This design comes from an exercise in tuning for small area, a short achievable clock period and few clock cycles on the open sky130 flow, not from production work.
At most, simulation tests tie the RTL to the original design; equivalence was not proved.
The clock port is modelled as an ideal driver; clocking choices that lean on that would not hold on a real chip.
No activity file was given, so power comes from the tool's default toggle rates.

Setup of onyx:
// btmp3_sensor_core
module btmp3_sensor_core (
    input  wire        clk,
    input  wire        rst,         
    input  wire        cmd_valid,
    output wire        cmd_ready,
    input  wire [7:0]  cmd_op,
    input  wire [31:0] cmd_arg,
    input  wire [31:0] thresh0,
    input  wire [31:0] thresh1,
    output reg         rsp_valid,
    output reg  [7:0]  rsp_data
);
For scale: about 2500 cells after synthesis, roughly 800 flip-flops, ~29000 um^2 of cells after synthesis.
export LEC_CHECK = 0
export CAP_MARGIN = 20
export CORE_MARGIN = 2
export CORE_UTILIZATION = 70
export CTS_BUF_LIST = sky130_fd_sc_hd__clkbuf_16
export CTS_CLUSTER_DIAMETER = 90
export CTS_CLUSTER_SIZE = 30
export SLEW_MARGIN = 20
create_clock -name core_clock -period 30.0 [get_ports {clk}]
standard.sh (not shown) runs the stock make flow with config.mk's settings and CLKGATE_MAP_FILE= SYNTH_SCRIPT=/design/flow/synth_recipe.tcl, a recipe that flattens the netlist after the stock synthesis.
==> flow/flow/run.sh <==
#!/bin/bash
# The standard layout (standard.sh) with these changes:
# - the port buffers that global placement inserts are plain
#   sky130_fd_sc_hd__buf_1 cells instead of the delay buffers it picks by
#   default (every port still gets its buffer);
# - the buffers that synthesis's ABC inserted are removed at floorplan, and
#   the placement's repair_design buffers the nets again;
# - clock tree synthesis inserts no dummy loads;
# - after global placement, post_gp.tcl gives the response outputs a buf_2
#   port buffer and a dfxtp_2 flip-flop, and an input port buffer with a
#   large fanout a buf_8 (drive strength only);
# - after clock tree synthesis, post_cts.tcl splits each first-level clock
#   buffer in two (half the leaf buffers each).
# make's full output goes to layout.log; each ORFS step keeps its own log
# under orfs/logs/.
set -euo pipefail
bash standard.sh \
  "BUFFER_PORTS_ARGS=-buffer_cell sky130_fd_sc_hd__buf_1" \
  "REMOVE_ABC_BUFFERS=1" \
  "POST_GLOBAL_PLACE_TCL=$PWD/flow/post_gp.tcl" \
  "POST_CTS_TCL=$PWD/flow/post_cts.tcl" \
  "CTS_ARGS=-sink_clustering_enable -repair_clock_nets -sink_clustering_size 30 -sink_clustering_max_diameter 90 -buf_list sky130_fd_sc_hd__clkbuf_16 -dont_use_dummy_load" \
  finish > layout.log 2>&1
Other scripts of this flow, unchanged in this note and not shown: flow/flow/post_cts.tcl, flow/flow/post_gp.tcl
onyx closes out successfully: all stages finished, all timing, DRC and antenna checks passed.
Testbench counts of onyx, summed over its fixed seeds: cycles 24,016.
Setup changes, onyx to zinc
-- flow/design.v --
<<< onyx, line 37
        end
    end
    always @(posedge clk) begin
        if (clr) begin
            w     <= 10'd0;
            first <= 1'b1;
        end else if (edge_en) begin
            w     <= {w[8:0], wrap_in & ~first};
            first <= 1'b0;
        end
    end
    assign t_new     = ts[0];
>>> zinc, line 37
        end
    end
    wire [9:0] wsh = {10{edge_en & ~clr}};
    wire [9:0] whd = {10{hold_en & ~clr}};
    always @(posedge clk)
        w <= (wsh & {w[8:0], wrap_in & ~first}) | (whd & w);
    always @(posedge clk) begin
        if (clr)
            first <= 1'b1;
        else if (edge_en)
            first <= 1'b0;
    end
    assign t_new     = ts[0];
<<< onyx, line 77
    end
    wire signed [7:0] count_step = count + {{6{qdelta[1]}}, qdelta};
    wire lap = (count_step >= ENC_LIMIT) || (count_step <= -ENC_LIMIT);
    always @(posedge clk) begin
        if (clr) begin
>>> zinc, line 78
    end
    wire signed [7:0] count_step = count + {{6{qdelta[1]}}, qdelta};
    wire lap = (count_step == ENC_LIMIT) || (count_step == -ENC_LIMIT);
    always @(posedge clk) begin
        if (clr) begin
<<< onyx, line 139
    wire is_reset_pos = fire && (c_op == OP_ENC_RESET_POS);
    wire is_btn_rd    = fire && (c_op == OP_ENC_BUTTON);
    wire is_touch     = fire && (c_op[7:1] == OP_EV_TOUCH_EDGE);
    wire is_enc       = fire && (c_op[7:2] == OP_EV_ENC_EDGE);
    wire is_press     = fire && (c_op == OP_EV_BTN_PRESS);
>>> zinc, line 140
    wire is_reset_pos = fire && (c_op == OP_ENC_RESET_POS);
    wire is_btn_rd    = fire && (c_op == OP_ENC_BUTTON);
    wire is_enc       = fire && (c_op[7:2] == OP_EV_ENC_EDGE);
    wire is_press     = fire && (c_op == OP_EV_BTN_PRESS);
==> run notes <==
Summary of zinc over onyx: total I/O pin count now sits at about the same level; first-pass GRT wire length now sits lower; fraction of met3 tracks used by global routing now sits higher; total design power now sits lower; number of distinct library cells after synthesis now sits higher.
Only the layout flow was run in zinc; the RTL was not checked for function there.

* * *

The RTL this note starts from:
==> flow/design.v <==
module touch_channel (
    input  wire        clk,
    input  wire        clr,         
    input  wire        edge_en,     
    input  wire [31:0] now,         
    output wire [31:0] t_new,       
    output wire [31:0] t_old_n,     
    output wire [3:0]  wraps,       
    output wire        first_out    
);
    reg [31:0] ts [0:9];
    reg [31:0] t10n;                
    reg [9:0]  w;
    reg [3:0]  cnt;                 
    reg        first;
    wire [31:0] lt_b = ~now & ts[0];
    wire [31:0] gt_b = now & ~ts[0];
    reg         wrap_in;
    integer j;
    always @(*) begin
        wrap_in = 1'b0;
        for (j = 0; j < 32; j = j + 1)
            wrap_in = lt_b[j] | (~gt_b[j] & wrap_in);
    end
    integer i;
    always @(posedge clk) begin
        if (edge_en) begin
            ts[0] <= now;
            for (i = 1; i < 10; i = i + 1)
                ts[i] <= ts[i-1];
            if (first)
                t10n <= ~now;
            else if (cnt == 4'd9)
                t10n <= ~ts[9];
            if (first)
                cnt <= 4'd0;
            else if (cnt != 4'd9)
                cnt <= cnt + 4'd1;
        end
    end
    always @(posedge clk) begin
        if (clr) begin
            w     <= 10'd0;
            first <= 1'b1;
        end else if (edge_en) begin
            w     <= {w[8:0], wrap_in & ~first};
            first <= 1'b0;
        end
    end
    assign t_new     = ts[0];
    assign t_old_n   = t10n;
    assign wraps     = w[0] + w[1] + w[2] + w[3] + w[4]
                     + w[5] + w[6] + w[7] + w[8] + w[9];
    assign first_out = first;
endmodule
module quad_decoder #(
    parameter ENC_LIMIT = 96
) (
    input  wire       clk,
    input  wire       clr,          
    input  wire [1:0] clr_ab,       
    input  wire       edge_en,      
    input  wire [1:0] ab,           
    input  wire       zero_en,      
    input  wire       press_en,     
    input  wire       btn_rd_en,    
    output wire [7:0] position,     
    output wire       btn           
);
    reg signed [7:0] count;
    reg        [1:0] last_ab;
    reg              btn_latch;
    reg signed [1:0] qdelta;
    always @(*) begin
        case ({last_ab, ab})
            4'b00_01, 4'b01_11, 4'b11_10, 4'b10_00: qdelta = 2'sd1;
            4'b00_10, 4'b10_11, 4'b11_01, 4'b01_00: qdelta = -2'sd1;
            default:                                qdelta = 2'sd0;
        endcase
    end
    wire signed [7:0] count_step = count + {{6{qdelta[1]}}, qdelta};
    wire lap = (count_step >= ENC_LIMIT) || (count_step <= -ENC_LIMIT);
    always @(posedge clk) begin
        if (clr) begin
            count     <= 8'sd0;
            last_ab   <= clr_ab;
            btn_latch <= 1'b0;
        end else begin
            if (edge_en) begin
                count   <= lap ? 8'sd0 : count_step;
                last_ab <= ab;
            end else if (zero_en) begin
                count <= 8'sd0;
            end
            if (press_en)
                btn_latch <= 1'b1;
            else if (btn_rd_en)
                btn_latch <= 1'b0;
        end
    end
    wire [7:0] count_adj = count + {6'd0, count[7], count[7]};
    assign position = {{2{count_adj[7]}}, count_adj[7:2]};
    assign btn      = btn_latch;
endmodule
module btmp3_sensor_core (
    input  wire        clk,
    input  wire        rst,         
    input  wire        cmd_valid,
    output wire        cmd_ready,
    input  wire [7:0]  cmd_op,
    input  wire [31:0] cmd_arg,
    input  wire [31:0] thresh0,
    input  wire [31:0] thresh1,
    output reg         rsp_valid,
    output reg  [7:0]  rsp_data
);
    localparam OP_TOUCH_IS_TOUCHED = 7'b0000100;    
    localparam OP_ENC_GET_POSITION = 8'h0C;
    localparam OP_ENC_RESET_POS    = 8'h0D;
    localparam OP_ENC_BUTTON       = 8'h0E;
    localparam OP_EV_TOUCH_EDGE    = 7'b0010100;    
    localparam OP_EV_ENC_EDGE      = 6'b001100;     
    localparam OP_EV_BTN_PRESS     = 8'h34;
    localparam OP_RESET            = 6'b111100;     
    assign cmd_ready = 1'b1;
    reg        c_valid;
    reg [7:0]  c_op;
    reg [31:0] c_arg;
    reg        c_rst;
    reg [31:0] c_thn;               
    always @(posedge clk) begin
        c_valid <= cmd_valid & ~rst;
        c_op    <= cmd_op;
        c_arg   <= cmd_arg;
        c_rst   <= rst;
        c_thn   <= ~(cmd_op[0] ? thresh1 : thresh0);
    end
    wire fire = c_valid;
    wire is_poll      = fire && (c_op[7:1] == OP_TOUCH_IS_TOUCHED);
    wire is_get_pos   = fire && (c_op == OP_ENC_GET_POSITION);
    wire is_reset_pos = fire && (c_op == OP_ENC_RESET_POS);
    wire is_btn_rd    = fire && (c_op == OP_ENC_BUTTON);
    wire is_touch     = fire && (c_op[7:1] == OP_EV_TOUCH_EDGE);
    wire is_enc       = fire && (c_op[7:2] == OP_EV_ENC_EDGE);
    wire is_press     = fire && (c_op == OP_EV_BTN_PRESS);
    wire is_reset     = fire && (c_op[7:2] == OP_RESET);
    wire       clr    = c_rst || is_reset;
    wire [1:0] clr_ab = c_rst ? 2'b00 : c_op[1:0];
    wire [31:0] tn0, ton0, tn1, ton1;
    wire [3:0]  wr0, wr1;
    wire        f0, f1;
    wire [7:0]  position;
    wire        btn;
    touch_channel u_touch0 (
        .clk       (clk),
        .clr       (clr),
        .edge_en   (is_touch && !c_op[0]),
        .now       (c_arg),
        .t_new     (tn0),
        .t_old_n   (ton0),
        .wraps     (wr0),
        .first_out (f0)
    );
    touch_channel u_touch1 (
        .clk       (clk),
        .clr       (clr),
        .edge_en   (is_touch && c_op[0]),
        .now       (c_arg),
        .t_new     (tn1),
        .t_old_n   (ton1),
        .wraps     (wr1),
        .first_out (f1)
    );
    quad_decoder u_enc (
        .clk       (clk),
        .clr       (clr),
        .clr_ab    (clr_ab),
        .edge_en   (is_enc),
        .ab        (c_op[1:0]),
        .zero_en   (is_reset_pos),
        .press_en  (is_press),
        .btn_rd_en (is_btn_rd),
        .position  (position),
        .btn       (btn)
    );
    wire        sel   = c_op[0];
    wire [31:0] tn    = sel ? tn1 : tn0;
    wire [31:0] ton   = sel ? ton1 : ton0;
    wire [3:0]  wr    = sel ? wr1 : wr0;
    wire        fst   = sel ? f1  : f0;
    wire [37:0] op_a = {2'b00, wr, tn};
    wire [37:0] op_b = {6'b111111, ton};
    wire [37:0] op_c = {3'b111, c_thn, 3'b111};
    wire [37:0] op_d = {5'b11111, c_thn, 1'b1};
    wire [37:0] s1   = op_a ^ op_b ^ op_c;
    wire [37:0] c1   = {(op_a[36:0] & op_b[36:0]) | (op_a[36:0] & op_c[36:0]) | (op_b[36:0] & op_c[36:0]), 1'b1};
    wire [37:0] s2   = s1 ^ c1 ^ op_d;
    wire [37:0] c2   = {(s1[36:0] & c1[36:0]) | (s1[36:0] & op_d[36:0]) | (c1[36:0] & op_d[36:0]), 1'b1};
    wire [37:0] diff = s2 + c2 + 38'd1;
    wire        touched = fst ? (&c_thn) : ~diff[37];
    always @(posedge clk) begin
        rsp_valid <= ~rst & (is_poll | is_get_pos | is_btn_rd);
        if (!c_op[2])
            rsp_data <= {7'd0, touched};
        else if (!c_op[1])
            rsp_data <= position;
        else
            rsp_data <= {7'd0, btn};
    end
endmodule
export LEC_CHECK = 0
export CAP_MARGIN = 20
export CORE_MARGIN = 2
export CORE_UTILIZATION = 70
export CTS_BUF_LIST = sky130_fd_sc_hd__clkbuf_16
export CTS_CLUSTER_DIAMETER = 90
export CTS_CLUSTER_SIZE = 30
export SLEW_MARGIN = 20
create_clock -name core_clock -period 30.0 [get_ports {clk}]
==> flow/flow/run.sh <==
#!/bin/bash
# The standard layout (standard.sh) with these changes:
# - the port buffers that global placement inserts are plain
#   sky130_fd_sc_hd__buf_1 cells instead of the delay buffers it picks by
#   default (every port still gets its buffer);
# - the buffers that synthesis's ABC inserted are removed at floorplan, and
#   the placement's repair_design buffers the nets again;
# - clock tree synthesis inserts no dummy loads.
# make's full output goes to layout.log; each ORFS step keeps its own log
# under orfs/logs/.
set -euo pipefail
bash standard.sh \
  "BUFFER_PORTS_ARGS=-buffer_cell sky130_fd_sc_hd__buf_1" \
  "REMOVE_ABC_BUFFERS=1" \
  "CTS_ARGS=-sink_clustering_enable -repair_clock_nets -sink_clustering_size 30 -sink_clustering_max_diameter 90 -buf_list sky130_fd_sc_hd__clkbuf_16 -dont_use_dummy_load" \
  finish > layout.log 2>&1
==> next run, changes <==
--- a/flow/design.v
+++ b/flow/design.v
@@ -1,12 +1,13 @@
 module touch_channel (
     input  wire        clk,
     input  wire        clr,         
     input  wire        edge_en,     
+    input  wire        hold_en,     
     input  wire [31:0] now,         
     output wire [31:0] t_new,       
     output wire [31:0] t_old_n,     
-    output wire [3:0]  wraps,       
+    output wire [9:0]  wrap_flags,  
     output wire        first_out    
 );
     reg [31:0] ts [0:9];
     reg [31:0] t10n;                
@@ -22,17 +23,22 @@
         for (j = 0; j < 32; j = j + 1)
             wrap_in = lt_b[j] | (~gt_b[j] & wrap_in);
     end
     integer i;
+    wire [31:0] sh = {32{edge_en}};
+    wire [31:0] hd = {32{hold_en}};
+    always @(posedge clk) begin
+        ts[0] <= (sh & now) | (hd & ts[0]);
+        for (i = 1; i < 10; i = i + 1)
+            ts[i] <= (sh & ts[i-1]) | (hd & ts[i]);
+    end
+    wire [31:0] ld_now = {32{edge_en & first}};
+    wire [31:0] ld_old = {32{edge_en & ~first & (cnt == 4'd9)}};
+    wire [31:0] ld_hd  = {32{hold_en | (~first & (cnt != 4'd9))}};
+    always @(posedge clk)
+        t10n <= (ld_now & ~now) | (ld_old & ~ts[9]) | (ld_hd & t10n);
     always @(posedge clk) begin
         if (edge_en) begin
-            ts[0] <= now;
-            for (i = 1; i < 10; i = i + 1)
-                ts[i] <= ts[i-1];
-            if (first)
-                t10n <= ~now;
-            else if (cnt == 4'd9)
-                t10n <= ~ts[9];
             if (first)
                 cnt <= 4'd0;
             else if (cnt != 4'd9)
                 cnt <= cnt + 4'd1;
@@ -48,10 +54,9 @@
         end
     end
     assign t_new     = ts[0];
     assign t_old_n   = t10n;
-    assign wraps     = w[0] + w[1] + w[2] + w[3] + w[4]
-                     + w[5] + w[6] + w[7] + w[8] + w[9];
+    assign wrap_flags = w;
     assign first_out = first;
 endmodule
 module quad_decoder #(
     parameter ENC_LIMIT = 96
@@ -127,13 +132,16 @@
     reg [7:0]  c_op;
     reg [31:0] c_arg;
     reg        c_rst;
     reg [31:0] c_thn;               
+    reg [1:0]  c_edge, c_hold;      
     always @(posedge clk) begin
         c_valid <= cmd_valid & ~rst;
         c_op    <= cmd_op;
         c_arg   <= cmd_arg;
         c_rst   <= rst;
+        c_edge  <= {2{cmd_valid & (cmd_op[7:1] == OP_EV_TOUCH_EDGE)}} & {cmd_op[0], ~cmd_op[0]};
+        c_hold  <= ~({2{cmd_valid & (cmd_op[7:1] == OP_EV_TOUCH_EDGE)}} & {cmd_op[0], ~cmd_op[0]});
         c_thn   <= ~(cmd_op[0] ? thresh1 : thresh0);
     end
     wire fire = c_valid;
     wire is_poll      = fire && (c_op[7:1] == OP_TOUCH_IS_TOUCHED);
@@ -146,30 +154,32 @@
     wire is_reset     = fire && (c_op[7:2] == OP_RESET);
     wire       clr    = c_rst || is_reset;
     wire [1:0] clr_ab = c_rst ? 2'b00 : c_op[1:0];
     wire [31:0] tn0, ton0, tn1, ton1;
-    wire [3:0]  wr0, wr1;
+    wire [9:0]  wf0, wf1;
     wire        f0, f1;
     wire [7:0]  position;
     wire        btn;
     touch_channel u_touch0 (
         .clk       (clk),
         .clr       (clr),
-        .edge_en   (is_touch && !c_op[0]),
+        .edge_en   (c_edge[0]),
+        .hold_en   (c_hold[0]),
         .now       (c_arg),
         .t_new     (tn0),
         .t_old_n   (ton0),
-        .wraps     (wr0),
+        .wrap_flags(wf0),
         .first_out (f0)
     );
     touch_channel u_touch1 (
         .clk       (clk),
         .clr       (clr),
-        .edge_en   (is_touch && c_op[0]),
+        .edge_en   (c_edge[1]),
+        .hold_en   (c_hold[1]),
         .now       (c_arg),
         .t_new     (tn1),
         .t_old_n   (ton1),
-        .wraps     (wr1),
+        .wrap_flags(wf1),
         .first_out (f1)
     );
     quad_decoder u_enc (
         .clk       (clk),
@@ -185,9 +195,11 @@
     );
     wire        sel   = c_op[0];
     wire [31:0] tn    = sel ? tn1 : tn0;
     wire [31:0] ton   = sel ? ton1 : ton0;
-    wire [3:0]  wr    = sel ? wr1 : wr0;
+    wire [9:0]  wf    = sel ? wf1 : wf0;
+    wire [3:0]  wr    = wf[0] + wf[1] + wf[2] + wf[3] + wf[4]
+                      + wf[5] + wf[6] + wf[7] + wf[8] + wf[9];
     wire        fst   = sel ? f1  : f0;
     wire [37:0] op_a = {2'b00, wr, tn};
     wire [37:0] op_b = {6'b111111, ton};
     wire [37:0] op_c = {3'b111, c_thn, 3'b111};
@@ -195,10 +207,19 @@
     wire [37:0] s1   = op_a ^ op_b ^ op_c;
     wire [37:0] c1   = {(op_a[36:0] & op_b[36:0]) | (op_a[36:0] & op_c[36:0]) | (op_b[36:0] & op_c[36:0]), 1'b1};
     wire [37:0] s2   = s1 ^ c1 ^ op_d;
     wire [37:0] c2   = {(s1[36:0] & c1[36:0]) | (s1[36:0] & op_d[36:0]) | (c1[36:0] & op_d[36:0]), 1'b1};
-    wire [37:0] diff = s2 + c2 + 38'd1;
-    wire        touched = fst ? (&c_thn) : ~diff[37];
+    wire [36:0] lo_lt = ~s2[36:0] & ~c2[36:0];
+    wire [36:0] lo_gt = s2[36:0] & c2[36:0];
+    reg         lo_less;
+    integer k;
+    always @(*) begin
+        lo_less = 1'b0;
+        for (k = 0; k < 37; k = k + 1)
+            lo_less = lo_lt[k] | (~lo_gt[k] & lo_less);
+    end
+    wire        sign = s2[37] ^ c2[37] ^ ~lo_less;
+    wire        touched = fst ? (&c_thn) : ~sign;
     always @(posedge clk) begin
         rsp_valid <= ~rst & (is_poll | is_get_pos | is_btn_rd);
         if (!c_op[2])
             rsp_data <= {7'd0, touched};
=>
- The changed run went through all stages and came out clean
- global-route usage goes up by 5.3 points
- power drops by about 4.6%
- via count grows by 40%
- worst hold slack is better by 90 ps
- setup slack is worse by 4.0 ps
- clock-buffer cell count stays the same
Testbench counts after the change, summed over its fixed seeds: cycles 24,016.
Function not checked in the first run of this note: the RTL went through the layout flow alone.

## separate check: timing with driven ports
In the flow no input, the clock included, has a driving cell. The finished layouts below were timed again as built, in two steps. Step 1 sets driving cells, clkbuf_16 on the clock port and buf_2 on the other inputs (assumed; they add their load-dependent delay and slew). Step 2 moves the port delays by t, midway between the first and last clock arrival at a register: inputs arrive t later, outputs are due t later. That takes back most of the time a late clock gives input paths. Slacks: ideal / step 1 / step 2; pairs: ideal / step 1.
| run | shift t [ns] | setup WS [ns] | worst setup path after step 2 | worst register clock-pin slew, ns | cell pins on the clock port's net |
|---|---|---|---|---|---|
| onyx | 0.631 | 22.976 / 22.917 / 22.355 | input to register | 0.12 / 0.12 | 1 |
| zinc | 0.629 | 22.950 / 22.890 / 22.466 | input to register | 0.11 / 0.11 | 1 |
| the first run of note 2 | 0.621 | 22.931 / 22.874 / 22.996 | input to register | 0.11 / 0.11 | 1 |
| the second run of note 2 | 0.624 | 22.927 / 22.869 / 22.933 | input to register | 0.11 / 0.11 | 1 |
After both steps every run listed still meets setup and hold. The setup slack of onyx, which loses most, moves by -0.059 ns with the drivers and by -0.621 ns with both steps.
